What follows belongs to an exercise in optimizing a design on an open flow for small area; a production flow would make more cautious choices. Function not checked in this run: the RTL went through the layout flow alone. Power is estimated from default activity; no workload was simulated.

File: flow/config.mk
export PLATFORM = sky130hd
export DESIGN_NAME = tx_drain
export DESIGN_NICKNAME = tx_drain
export VERILOG_FILES = /design/flow/design.v
export SDC_FILE = /design/flow/constraint.sdc
export NUM_CORES = 4
export LEC_CHECK = 0
export CAP_MARGIN = 20
export CORE_MARGIN = 2
export CORE_UTILIZATION = 40
export PLACE_DENSITY = 0.6
export SLEW_MARGIN = 20
File: flow/constraint.sdc
create_clock -name core_clock -period 7.0 [get_ports {clk}]
set_input_delay 1.4000 -clock core_clock [delete_from_list [all_inputs] [get_ports {clk}]]
set_output_delay 1.4000 -clock core_clock [all_outputs]
set_load 0.01 [all_outputs]
File: flow/design.v
module tx_drain #(
    parameter [31:0] DESC_MEM_BASE = 32'h4A10_2000,
    parameter [31:0] DESC_MEM_SIZE = 32'h0000_8000,
    parameter integer WALK_LIMIT   = 1024
) (
    input  wire        clk,
    input  wire        rst,
    input  wire        start,
    input  wire [31:0] head,
    output wire        ready,
    output reg         mem_req,
    output reg         mem_we,
    output reg  [31:0] mem_addr,
    output reg  [31:0] mem_wdata,
    input  wire        mem_gnt,
    input  wire [31:0] mem_rdata,
    output reg         tx_valid,
    output reg  [7:0]  tx_data,
    input  wire        tx_ready,
    output reg         done,
    output reg  [1:0]  status,
    output reg  [31:0] cp
);
    localparam [1:0] ST_OK        = 2'd0;
    localparam [1:0] ST_NOT_OWNED = 2'd1;
    localparam [1:0] ST_WALK      = 2'd2;
    localparam [1:0] ST_DESC_OOR  = 2'd3;
    localparam [4:0] S_IDLE   = 5'd0,
                     S_VISIT  = 5'd1,
                     S_DRD    = 5'd2,
                     S_DWAIT  = 5'd3,
                     S_CHK    = 5'd4,
                     S_PRD    = 5'd5,
                     S_PWAIT  = 5'd6,
                     S_PTX    = 5'd7,
                     S_NEXT   = 5'd8,
                     S_CRC    = 5'd9,
                     S_CRCTX  = 5'd10,
                     S_WB_RD  = 5'd11,
                     S_WB_RW  = 5'd12,
                     S_WB_WR  = 5'd13,
                     S_DONE   = 5'd14;
    localparam [32:0] WIN_LO = {1'b0, DESC_MEM_BASE};
    localparam [32:0] WIN_HI = {1'b0, DESC_MEM_BASE} + {1'b0, DESC_MEM_SIZE};
    reg  [4:0]  state;
    reg  [31:0] ptr;         
    reg  [10:0] visits;      
    reg         first;       
    reg  [1:0]  word;        
    reg  [31:0] d_next;
    reg  [31:0] d_bufptr;
    reg  [31:0] d_w2;
    reg  [31:0] d_w3;
    reg  [31:0] start_addr;
    reg         pass_crc;
    reg  [31:0] term_addr;
    reg  [31:0] paddr;       
    reg  [15:0] remain;      
    reg  [31:0] crc;
    reg  [1:0]  crc_idx;
    reg         wb_term;     
    function [31:0] crc32_byte;
        input [31:0] c_in;
        input [7:0]  b;
        integer i;
        reg [31:0] c;
        begin
            c = c_in ^ {24'd0, b};
            for (i = 0; i < 8; i = i + 1)
                c = c[0] ? ((c >> 1) ^ 32'hEDB88320) : (c >> 1);
            crc32_byte = c;
        end
    endfunction
    wire        in_range = ({1'b0, ptr} >= WIN_LO) &&
                           ({1'b0, ptr} + 33'd16 <= WIN_HI);
    wire [31:0] crc_out  = ~crc;
    wire        mem_fire = mem_req && mem_gnt;
    wire        tx_fire  = tx_valid && tx_ready;
    assign ready = (state == S_IDLE);
    always @(posedge clk) begin
        if (rst) begin
            state      <= S_IDLE;
            mem_req    <= 1'b0;
            mem_we     <= 1'b0;
            mem_addr   <= 32'd0;
            mem_wdata  <= 32'd0;
            tx_valid   <= 1'b0;
            tx_data    <= 8'd0;
            done       <= 1'b0;
            status     <= ST_OK;
            cp         <= 32'd0;
            ptr        <= 32'd0;
            visits     <= 11'd0;
            first      <= 1'b0;
            word       <= 2'd0;
            d_next     <= 32'd0;
            d_bufptr   <= 32'd0;
            d_w2       <= 32'd0;
            d_w3       <= 32'd0;
            start_addr <= 32'd0;
            pass_crc   <= 1'b0;
            term_addr  <= 32'd0;
            paddr      <= 32'd0;
            remain     <= 16'd0;
            crc        <= 32'hFFFF_FFFF;
            crc_idx    <= 2'd0;
            wb_term    <= 1'b0;
        end else begin
            done <= 1'b0;
            case (state)
                S_IDLE: begin
                    if (start) begin
                        ptr    <= head;
                        visits <= 11'd0;
                        first  <= 1'b1;
                        crc    <= 32'hFFFF_FFFF;
                        state  <= S_VISIT;
                    end
                end
                S_VISIT: begin
                    if (visits == WALK_LIMIT) begin
                        status <= ST_WALK;
                        state  <= S_DONE;
                    end else if (!in_range) begin
                        status <= ST_DESC_OOR;
                        state  <= S_DONE;
                    end else begin
                        word     <= 2'd0;
                        mem_req  <= 1'b1;
                        mem_we   <= 1'b0;
                        mem_addr <= ptr;
                        state    <= S_DRD;
                    end
                end
                S_DRD: begin
                    if (mem_fire) begin
                        mem_req <= 1'b0;
                        state   <= S_DWAIT;
                    end
                end
                S_DWAIT: begin
                    case (word)
                        2'd0: d_next   <= mem_rdata;
                        2'd1: d_bufptr <= mem_rdata;
                        2'd2: d_w2     <= mem_rdata;
                        2'd3: d_w3     <= mem_rdata;
                    endcase
                    if (word == 2'd3) begin
                        visits <= visits + 11'd1;
                        state  <= S_CHK;
                    end else begin
                        word     <= word + 2'd1;
                        mem_req  <= 1'b1;
                        mem_addr <= mem_addr + 32'd4;
                        state    <= S_DRD;
                    end
                end
                S_CHK: begin
                    if (!d_w3[29]) begin
                        status <= ST_NOT_OWNED;
                        state  <= S_DONE;
                    end else begin
                        if (first) begin
                            first      <= 1'b0;
                            start_addr <= ptr;
                            pass_crc   <= d_w3[26];
                        end
                        paddr  <= d_bufptr + {16'd0, d_w2[31:16]};
                        remain <= d_w2[15:0];
                        state  <= S_PRD;
                    end
                end
                S_PRD: begin
                    if (remain == 16'd0) begin
                        state <= S_NEXT;
                    end else if (!mem_req) begin
                        mem_req  <= 1'b1;
                        mem_we   <= 1'b0;
                        mem_addr <= paddr;
                    end else if (mem_fire) begin
                        mem_req <= 1'b0;
                        state   <= S_PWAIT;
                    end
                end
                S_PWAIT: begin
                    tx_valid <= 1'b1;
                    tx_data  <= mem_rdata[7:0];
                    crc      <= crc32_byte(crc, mem_rdata[7:0]);
                    paddr    <= paddr + 32'd1;
                    remain   <= remain - 16'd1;
                    state    <= S_PTX;
                end
                S_PTX: begin
                    if (tx_fire) begin
                        tx_valid <= 1'b0;
                        state    <= S_PRD;
                    end
                end
                S_NEXT: begin
                    if (d_next == 32'd0) begin
                        term_addr <= ptr;
                        cp        <= d_bufptr;
                        crc_idx   <= 2'd0;
                        state     <= pass_crc ? S_WB_RD : S_CRC;
                        wb_term   <= 1'b0;
                    end else begin
                        ptr   <= d_next;
                        state <= S_VISIT;
                    end
                end
                S_CRC: begin
                    tx_valid <= 1'b1;
                    case (crc_idx)
                        2'd0: tx_data <= crc_out[7:0];
                        2'd1: tx_data <= crc_out[15:8];
                        2'd2: tx_data <= crc_out[23:16];
                        2'd3: tx_data <= crc_out[31:24];
                    endcase
                    state <= S_CRCTX;
                end
                S_CRCTX: begin
                    if (tx_fire) begin
                        tx_valid <= 1'b0;
                        crc_idx  <= crc_idx + 2'd1;
                        state    <= (crc_idx == 2'd3) ? S_WB_RD : S_CRC;
                    end
                end
                S_WB_RD: begin
                    if (!mem_req) begin
                        mem_req  <= 1'b1;
                        mem_we   <= 1'b0;
                        mem_addr <= (wb_term ? term_addr : start_addr) + 32'd12;
                    end else if (mem_fire) begin
                        mem_req <= 1'b0;
                        state   <= S_WB_RW;
                    end
                end
                S_WB_RW: begin
                    mem_req   <= 1'b1;
                    mem_we    <= 1'b1;
                    mem_wdata <= wb_term ? (mem_rdata | 32'h1000_0000)
                                         : (mem_rdata & ~32'h2000_0000);
                    state     <= S_WB_WR;
                end
                S_WB_WR: begin
                    if (mem_fire) begin
                        mem_req <= 1'b0;
                        mem_we  <= 1'b0;
                        if (wb_term) begin
                            status <= ST_OK;
                            state  <= S_DONE;
                        end else begin
                            wb_term <= 1'b1;
                            state   <= S_WB_RD;
                        end
                    end
                end
                S_DONE: begin
                    done  <= 1'b1;
                    state <= S_IDLE;
                end
                default: state <= S_IDLE;
            endcase
        end
    end
endmodule
File: flow/run.sh
#!/bin/bash
# synth_recipe.tcl (not shown) runs the flow's synth.tcl, then flattens the netlist and writes it again
# the make line also repeats each setting of config.mk as NAME=value (left out here)
make -C /OpenROAD-flow-scripts/flow DESIGN_CONFIG=/design/flow/config.mk WORK_HOME=/design/flow/orfs CLKGATE_MAP_FILE= SYNTH_SCRIPT=/design/flow/synth_recipe.tcl finish
==> impl_results.md <==
* Fmax at 0.253 GHz
* Worst-path fanout max at 54
* Largest net degree at the start of global routing at 234
* Warnings, synthesis at 1
* Crit path launch type: register
* First-pass GRT wire length at 111000 um
* Worst Clk Skew at 0.0253 ns
* CP startpoint: state[3]
* Nets at 2847
* P_leak at 7.89 nW
* H-tree Lvls at 2
* Wire length per cell at 20.8 um
* Worst min path class: register to register
* Initial antenna violation count at 1
* # diodes at 0
* Site Rows at 83
* Clock slew at reported path FFs at 0.06 ns
* Syn_area_per_cell at 7.76 um^2
* Largest family of logic cells by synthesized area: simple AND/OR/NAND/NOR gates
* Die W at 232 um
* Number of synthesized register bits at 406
* Starting Density at 40.5%
* Worst-skew pair later-pin latency at 0.60 ns
* Via count at 20000
* Post-synthesis simple-gate area fraction at 23.0%
* Crit path buf inv count at 2
* Clk buf depth at 3
* Worst relative slew slack at 19.0%
* Post-route clock period utilization at 56.4%
* Worst EP required at 7.51 ns
* Sum of negative setup slack at 0 ns
* DR iter-0 viols at 1957
* CTS Buf Count at 48
* Cts hold-fix bufs at 0
* Most frequently used flop master after synthesis: dfxtp_1
* Detail-routed via count per cell at 5.77
* Setup bufs post-CTS at 0
* Hold Vio Cnt, Final at 0
* FILL cells at 5070
* RSZ-0062 raised after global routing: no
* Tmin final at 3.95 ns
* CTS tree: yes
* IO Pins at 180
* Synth Area in Compound Gates at 22.4%
* Mapped Nets at 2775
* GP Congestion at 0.920
* Total track usage at 26.2%
* Vias in the first global route at 18600
* Final Power at 7.70 mW
* Post-Syn Area at 0.0208 mm^2
* Max-slew violation count at 0
* VDD IR max at 184 uV
* DIE AREA at 0.0537 mm^2
* Cells along the critical path: nand2_1 -> nor2_4 -> buf_4 -> and4_2 -> buf_4 -> nand2_1 -> a21oi_1
* CTS Sinks at 406
* Layout cell share with drive strength beyond 1 at 6.33%
* Worst r2r src: state[3]
* Worst EP arrival at 4.46 ns
* EDFF count, synth at 0
* Port bufs at 179
* Worst path max stage delay at 1.02 ns
* CP Capture Type: register
* Post-Synth Adder-Cell Area at 1.91%
* Crit-path leading delay family: simple AND/OR/NAND/NOR gates
* Cell variety after synth at 91
* PwrDens at 313 mW/mm^2
* CTS resizes at 0
* FFs w/ async S/R, synth at 0%
* Max cap viols at 0
* DP Wirelength at 50500 um
* Layout area overhead at 18.6%
* Crit path kind: register to register
* Sequential-to-total area share from yosys stat at 39.2%
* Final setup fails at 0
* Crit-path slowest cell: dfxtp_1
* XOR/XNOR Fraction of Synth Area at 6.35%
* Post-synthesis mux area share at 2.88%
* Gr ovfl total at 0
* HP Start: cp[7]
* Worst-Margin Slew at 1.21 ns
* Routed Antenna Nets at 0
* Routed WL at 71800 um
* Die Height at 232 um
* First-pass detailed-route iteration total at 5
* Status: finished clean
* Cell count after synthesis at 2675
* Core region area at 0.0513 mm^2
* Root Driver: clkbuf_16
* Drt drc at 0
logic make-up after synthesis:
kind of cell,Yosys count
AO/OA/AOI/OAI,737
XOR/XNOR,148
adder cells (fa/ha/maj),31
buffers and inverters,225
flip-flops,406
multiplexers,59
AND/OR/NAND/NOR,1069
where the power goes:
group	switching [mW]	total, mW	internal [mW]
clock	1.05	2.63	1.58
combinational	1.26	2.08	0.814
sequential	0.435	2.99	2.56
total	2.75	7.70	4.95
area by class of cell:
type | count | area (um^2) | area share (%)
flip-flops and latches | 406 | 8130 | 33.0
well taps | 680 | 851 | 3.46
multi-input cells | 2044 | 11800 | 47.9
clock inverters | 15 | 210 | 0.854
repair buffers | 209 | 2050 | 8.35
clock buffers | 70 | 1450 | 5.87
inverters | 38 | 143 | 0.579
path summary, 6_finish.rpt:
path / end / slack (ns) / depth (start not counted)
setup reg to reg: term_addr[15] / 3.05 / 7
setup / recovery: term_addr[15] / 3.05 / 7
hold / removal: cp[7] / 0.45 / 2
hold reg to reg: cp[7] / 0.45 / 2
cells in the mapped netlist (19+ instances only):
cell type  count  area, um^2
a311oi_1      19         166
ha_1          30         375
o31ai_1       28         210
a31oi_1       23         144
a211oi_1      48         360
nor3_1        61         305
xnor2_1      100         876
inv_1         37         139
nor2b_1       19         119
clkbuf_1     157         589
mux2i_1       53         531
nand2_1      593        2230
dfxtp_1      406        8130
nand4_1       24         150
o21ai_0       85         425
nand3_1       66         330
nor4_1        28         175
o22ai_1       26         163
xor2_1        46         403
nor2_1       167         627
a21oi_1      373        1870
per-stage QoR:
step                instances  hold slack (ns)  setup WS (ns)  cell area, um^2  util (%)
floorplan                2675            0.428           3.71            20800         -
global placement         3376            0.435           2.96            22900      44.7
detailed placement       3377            0.444           2.90            23000      44.7
CTS                      3462            0.452           3.07            24600      48.0
global route             3462            0.475           2.81            24600      48.0
finish                   3462            0.450           3.05            24600      48.0
flip-flops by register name (all words and copies together), names as in the netlist, 2 cells and up:
| name | cells |
|---|---|
| d_w2 | 32 |
| word | 2 |
| mem_wdata | 32 |
| remain | 16 |
| state | 4 |
| tx_data | 8 |
| cp | 32 |
| term_addr | 32 |
| ptr | 32 |
| crc | 32 |
| mem_addr | 32 |
| crc_idx | 2 |
| visits | 11 |
| start_addr | 32 |
| d_bufptr | 32 |
| paddr | 32 |
| d_next | 32 |
| status | 2 |
| d_w3 | 2 |
cells in the final DEF (no fill, tap or decap), types with 24 or more instances in the layout:
| master | synthesis | final |
|---|---|---|
| nand4_1 | 24 | 24 |
| a21oi_1 | 373 | 372 |
| inv_1 | 37 | 37 |
| o31ai_1 | 28 | 28 |
| nand2_1 | 593 | 592 |
| ha_1 | 30 | 30 |
| dfxtp_1 | 406 | 405 |
| nor3_1 | 61 | 60 |
| nor4_1 | 28 | 27 |
| xor2_1 | 46 | 46 |
| clkdlybuf4s50_1 | 0 | 178 |
| o22ai_1 | 26 | 26 |
| xnor2_1 | 100 | 100 |
| o21ai_0 | 85 | 85 |
| buf_4 | 3 | 28 |
| nand3_1 | 66 | 65 |
| a211oi_1 | 48 | 48 |
| mux2i_1 | 53 | 53 |
| clkbuf_16 | 0 | 49 |
| nor2_1 | 167 | 163 |
metal layers:
| layer | global-route usage (%) | part of all wire, % |
|---|---|---|
| met1 | 37.0 | 45 |
| met2 | 40.1 | 44 |
| met3 | 5.17 | 7.9 |
| met4 | 8.37 | 2.8 |
| met5 | 0 | 0 |
worst register-to-register path, delay by kind of cell (launching register included):
family / cells / cell delay, ns
buffers and inverters: 2 / 1.14
DFF: 1 / 1.02
and+or+nand+nor: 4 / 1.53
AOI/OAI and AO/OA: 1 / 0.19

static timing again, ports no longer ideal:
The results above use ideal ports. As a check the final layout listed here was re-extracted and re-timed, cells and wires unchanged.
Step 1, drivers: a clkbuf_16 drives clk and a buf_2 each remaining input, both assumed.
Step 2 times the ports against the registers' clock, not the clock port: input delays grow and output delays shrink by t, the midpoint of the rising clock arrivals with the driver on.
Slacks: no drivers / after step 1 / after step 2; pairs: no drivers / after step 1.
shift t [ns]: 0.649
slack for setup (ns): 3.052 / 3.028 / 2.863
worst setup path at the end: input to register
clock arrival spread, ns: 0.026 / 0.027
After both steps setup and hold are still met in this run. For this run, drivers alone change the setup slack by -0.024 ns; drivers and shift together by -0.189 ns.
